This is an optimization exercise on Yosys and OpenROAD, whose aim is small area, not a production implementation. Function was checked by simulation only, so behaviour that the tests miss may differ from the original.

==> lagoon <==
// mce
module mce #(
    parameter W_T = 32,
    parameter W_U = 16,
    parameter W_A = 16
) (
    input  wire           clk,
    input  wire           rst,
    input  wire [W_T-1:0] NOW,
    input  wire [1:0]     CMD,
    input  wire [W_U-1:0] UNIT_IN,
    input  wire [7:0]     PAT_IN,
    input  wire [W_A-1:0] MSG_BASE,
    input  wire [7:0]     MSG_DATA,
    input  wire [7:0]     ROM_CHAR,
    input  wire [7:0]     DEC_PAT,
    output wire           TONE_ON,
    output wire           BUSY,
    output wire [W_A-1:0] MSG_ADDR,
    output wire [7:0]     ROM_PAT,
    output wire           DEC_SPACE,
    output wire           DEC_NOSTART,
    output wire [2:0]     DEC_LEN,
    output wire [6:0]     DEC_ELEMS
);
==> flow/config.mk <==
export PLATFORM = sky130hd
export DESIGN_NAME = mce
export DESIGN_NICKNAME = mce
export VERILOG_FILES = /design/flow/design.v
export SDC_FILE = /design/flow/constraint.sdc
export NUM_CORES = 4
export LEC_CHECK = 0
export CAP_MARGIN = 20
export CORE_MARGIN = 2
export CORE_UTILIZATION = 65
export CTS_BUF_LIST = sky130_fd_sc_hd__clkbuf_8
export GPL_TIMING_DRIVEN = 0
export SLEW_MARGIN = 20
export SYNTH_HIERARCHICAL = 1
==> flow/constraint.sdc <==
create_clock -name core_clock -period 8.0 [get_ports {clk}]
set_input_delay 1.6000 -clock core_clock [delete_from_list [all_inputs] [get_ports {clk}]]
set_output_delay 1.6000 -clock core_clock [all_outputs]
set_load 0.01 [all_outputs]
standard.sh (not shown) runs the stock make flow with config.mk's settings and CLKGATE_MAP_FILE= SYNTH_SCRIPT=/design/flow/synth_recipe.tcl, a recipe that flattens the netlist after the stock synthesis.
==> flow/flow/run.sh <==
#!/bin/bash
# Own layout flow: the standard ORFS flow (standard.sh, unchanged
# synthesis), except that the port buffers are the smallest buffer cell and
# clock tree synthesis inserts no dummy loads.
set -euo pipefail
export BUFFER_PORTS_ARGS="-buffer_cell sky130_fd_sc_hd__buf_1"
export CTS_ARGS="-sink_clustering_enable -repair_clock_nets -dont_use_dummy_load -buf_list sky130_fd_sc_hd__clkbuf_8"
bash standard.sh finish > standard_flow.log 2>&1
==> inputs of cedar, as changes to lagoon <==
--- a/flow/design.v
+++ b/flow/design.v
@@ -45,16 +45,15 @@
     wire [31:19] pre, hn;
     wire        hc;
     wire [16:1] cx;
     wire [32:17] cy;
     wire [31:0] cg, cp;
     wire        cpn16, Pall, cxl, Ghi, expd;
     wire [15:0] mp_n;
-    wire [16:1] mc;
-    wire        ma0, ma1, ma8, mc8;
+    wire [15:1] mpre, mn;
     wire        inc;
     wire [1:0] st_n;
     wire       mode_n;
     wire [5:0] pattern_n;
     wire [2:0] e_n;
     wire       ld, kA, kB1, kB2, idle, busy, tone;
     mce_ctl ctl (
@@ -340,34 +339,60 @@
     mce_a22o g254 (.A1(idle), .A2(MSG_BASE[9]), .B1(busy), .B2(msg_ptr[9]), .X(MSG_ADDR[9]));
     mce_a22o g255 (.A1(idle), .A2(MSG_BASE[10]), .B1(busy), .B2(msg_ptr[10]), .X(MSG_ADDR[10]));
     mce_a22o g256 (.A1(idle), .A2(MSG_BASE[11]), .B1(busy), .B2(msg_ptr[11]), .X(MSG_ADDR[11]));
     mce_a22o g257 (.A1(idle), .A2(MSG_BASE[12]), .B1(busy), .B2(msg_ptr[12]), .X(MSG_ADDR[12]));
     mce_a22o g258 (.A1(idle), .A2(MSG_BASE[13]), .B1(busy), .B2(msg_ptr[13]), .X(MSG_ADDR[13]));
     mce_a22o g259 (.A1(idle), .A2(MSG_BASE[14]), .B1(busy), .B2(msg_ptr[14]), .X(MSG_ADDR[14]));
     mce_a22o g260 (.A1(idle), .A2(MSG_BASE[15]), .B1(busy), .B2(msg_ptr[15]), .X(MSG_ADDR[15]));
-    mce_ha g261 (.A(MSG_ADDR[0]), .B(inc), .COUT(mc[1]), .SUM(mp_n[0]));
-    mce_ha g262 (.A(MSG_ADDR[1]), .B(mc[1]), .COUT(mc[2]), .SUM(mp_n[1]));
-    mce_ha g263 (.A(MSG_ADDR[2]), .B(mc[2]), .COUT(mc[3]), .SUM(mp_n[2]));
-    mce_ha g264 (.A(MSG_ADDR[3]), .B(mc[3]), .COUT(mc[4]), .SUM(mp_n[3]));
-    mce_ha g265 (.A(MSG_ADDR[4]), .B(mc[4]), .COUT(mc[5]), .SUM(mp_n[4]));
-    mce_ha g266 (.A(MSG_ADDR[5]), .B(mc[5]), .COUT(mc[6]), .SUM(mp_n[5]));
-    mce_ha g267 (.A(MSG_ADDR[6]), .B(mc[6]), .COUT(mc[7]), .SUM(mp_n[6]));
-    mce_ha g268 (.A(MSG_ADDR[7]), .B(mc[7]), .COUT(mc[8]), .SUM(mp_n[7]));
-    mce_ha g269 (.A(MSG_ADDR[8]), .B(mc8), .COUT(mc[9]), .SUM(mp_n[8]));
-    mce_ha g270 (.A(MSG_ADDR[9]), .B(mc[9]), .COUT(mc[10]), .SUM(mp_n[9]));
-    mce_ha g271 (.A(MSG_ADDR[10]), .B(mc[10]), .COUT(mc[11]), .SUM(mp_n[10]));
-    mce_ha g272 (.A(MSG_ADDR[11]), .B(mc[11]), .COUT(mc[12]), .SUM(mp_n[11]));
-    mce_ha g273 (.A(MSG_ADDR[12]), .B(mc[12]), .COUT(mc[13]), .SUM(mp_n[12]));
-    mce_ha g274 (.A(MSG_ADDR[13]), .B(mc[13]), .COUT(mc[14]), .SUM(mp_n[13]));
-    mce_ha g275 (.A(MSG_ADDR[14]), .B(mc[14]), .COUT(mc[15]), .SUM(mp_n[14]));
-    mce_ha g276 (.A(MSG_ADDR[15]), .B(mc[15]), .COUT(mc[16]), .SUM(mp_n[15]));
-    mce_nand4 g277 (.A(MSG_ADDR[0]), .B(MSG_ADDR[1]), .C(MSG_ADDR[2]), .D(MSG_ADDR[3]), .Y(ma0));
-    mce_nand4 g278 (.A(MSG_ADDR[4]), .B(MSG_ADDR[5]), .C(MSG_ADDR[6]), .D(MSG_ADDR[7]), .Y(ma1));
-    mce_nor2 g279 (.A(ma0), .B(ma1), .Y(ma8));
-    mce_and2 g280 (.A(inc), .B(ma8), .X(mc8));
+    mce_xor2 g261 (.A(MSG_ADDR[0]), .B(inc), .X(mp_n[0]));
+    assign mpre[1] = MSG_ADDR[0];
+    mce_nand2 g262 (.A(inc), .B(mpre[1]), .Y(mn[1]));
+    mce_xnor2 g263 (.A(MSG_ADDR[1]), .B(mn[1]), .Y(mp_n[1]));
+    mce_and2 g264 (.A(mpre[1]), .B(MSG_ADDR[1]), .X(mpre[2]));
+    mce_nand2 g265 (.A(inc), .B(mpre[2]), .Y(mn[2]));
+    mce_xnor2 g266 (.A(MSG_ADDR[2]), .B(mn[2]), .Y(mp_n[2]));
+    mce_and2 g267 (.A(mpre[2]), .B(MSG_ADDR[2]), .X(mpre[3]));
+    mce_nand2 g268 (.A(inc), .B(mpre[3]), .Y(mn[3]));
+    mce_xnor2 g269 (.A(MSG_ADDR[3]), .B(mn[3]), .Y(mp_n[3]));
+    mce_and2 g270 (.A(mpre[3]), .B(MSG_ADDR[3]), .X(mpre[4]));
+    mce_nand2 g271 (.A(inc), .B(mpre[4]), .Y(mn[4]));
+    mce_xnor2 g272 (.A(MSG_ADDR[4]), .B(mn[4]), .Y(mp_n[4]));
+    mce_and2 g273 (.A(mpre[4]), .B(MSG_ADDR[4]), .X(mpre[5]));
+    mce_nand2 g274 (.A(inc), .B(mpre[5]), .Y(mn[5]));
+    mce_xnor2 g275 (.A(MSG_ADDR[5]), .B(mn[5]), .Y(mp_n[5]));
+    mce_and2 g276 (.A(mpre[5]), .B(MSG_ADDR[5]), .X(mpre[6]));
+    mce_nand2 g277 (.A(inc), .B(mpre[6]), .Y(mn[6]));
+    mce_xnor2 g278 (.A(MSG_ADDR[6]), .B(mn[6]), .Y(mp_n[6]));
+    mce_and2 g279 (.A(mpre[6]), .B(MSG_ADDR[6]), .X(mpre[7]));
+    mce_nand2 g280 (.A(inc), .B(mpre[7]), .Y(mn[7]));
+    mce_xnor2 g281 (.A(MSG_ADDR[7]), .B(mn[7]), .Y(mp_n[7]));
+    mce_and2 g282 (.A(mpre[7]), .B(MSG_ADDR[7]), .X(mpre[8]));
+    mce_nand2 g283 (.A(inc), .B(mpre[8]), .Y(mn[8]));
+    mce_xnor2 g284 (.A(MSG_ADDR[8]), .B(mn[8]), .Y(mp_n[8]));
+    mce_and2 g285 (.A(mpre[8]), .B(MSG_ADDR[8]), .X(mpre[9]));
+    mce_nand2 g286 (.A(inc), .B(mpre[9]), .Y(mn[9]));
+    mce_xnor2 g287 (.A(MSG_ADDR[9]), .B(mn[9]), .Y(mp_n[9]));
+    mce_and2 g288 (.A(mpre[9]), .B(MSG_ADDR[9]), .X(mpre[10]));
+    mce_nand2 g289 (.A(inc), .B(mpre[10]), .Y(mn[10]));
+    mce_xnor2 g290 (.A(MSG_ADDR[10]), .B(mn[10]), .Y(mp_n[10]));
+    mce_and2 g291 (.A(mpre[10]), .B(MSG_ADDR[10]), .X(mpre[11]));
+    mce_nand2 g292 (.A(inc), .B(mpre[11]), .Y(mn[11]));
+    mce_xnor2 g293 (.A(MSG_ADDR[11]), .B(mn[11]), .Y(mp_n[11]));
+    mce_and2 g294 (.A(mpre[11]), .B(MSG_ADDR[11]), .X(mpre[12]));
+    mce_nand2 g295 (.A(inc), .B(mpre[12]), .Y(mn[12]));
+    mce_xnor2 g296 (.A(MSG_ADDR[12]), .B(mn[12]), .Y(mp_n[12]));
+    mce_and2 g297 (.A(mpre[12]), .B(MSG_ADDR[12]), .X(mpre[13]));
+    mce_nand2 g298 (.A(inc), .B(mpre[13]), .Y(mn[13]));
+    mce_xnor2 g299 (.A(MSG_ADDR[13]), .B(mn[13]), .Y(mp_n[13]));
+    mce_and2 g300 (.A(mpre[13]), .B(MSG_ADDR[13]), .X(mpre[14]));
+    mce_nand2 g301 (.A(inc), .B(mpre[14]), .Y(mn[14]));
+    mce_xnor2 g302 (.A(MSG_ADDR[14]), .B(mn[14]), .Y(mp_n[14]));
+    mce_and2 g303 (.A(mpre[14]), .B(MSG_ADDR[14]), .X(mpre[15]));
+    mce_nand2 g304 (.A(inc), .B(mpre[15]), .Y(mn[15]));
+    mce_xnor2 g305 (.A(MSG_ADDR[15]), .B(mn[15]), .Y(mp_n[15]));
 endmodule
 module mce_a21o (input A1, input A2, input B1, output X);
     assign X = (A1&A2)|B1;
 endmodule
 module mce_a21oi (input A1, input A2, input B1, output Y);
     assign Y = ~((A1&A2)|B1);
 endmodule
==> notes <==
lagoon finished with timing, DRC and antenna clean. cedar completed without violations.
In cedar the non-clock buffer count is higher than in lagoon, by 2.
Synthesized area: cedar is larger than lagoon (1.2%).
Between lagoon and cedar, the lower core utilization is in cedar (gap 1.5 points).
Between lagoon and cedar, the lower cell count is in lagoon (gap about 3%, measured against cedar).

==> what the ideal ports hide <==
The flow's constraints put no driver on any port. The routed layouts listed below were extracted and timed again, unchanged, in two steps.
Step 1 sets driving cells, clkbuf_16 on the clock port and buf_2 on the other inputs (assumed; they add their load-dependent delay and slew).
Step 2 moves the port delays by t, midway between the first and last clock arrival at a register: inputs arrive t later, outputs are due t later. That takes back most of the time a late clock gives input paths.
Slacks: no drivers / after step 1 / after step 2; pairs: no drivers / after step 1.
run | t (ns) | setup slack, ns | hold WS [ns] | clock arrival spread, ns | pins driven straight from the clock port
lagoon | 0.380 | 0.389 / 0.393 / 0.013 | 0.478 / 0.478 / 0.478 | 0.020 / 0.020 | 1
cedar | 0.379 | 0.344 / 0.334 / -0.045 | 0.479 / 0.479 / 0.479 | 0.036 / 0.036 | 1
With both steps, setup timing fails in cedar, where it was met with ideal ports. The setup slack of cedar, which loses most, moves by -0.010 ns with the drivers and by -0.389 ns with both steps.
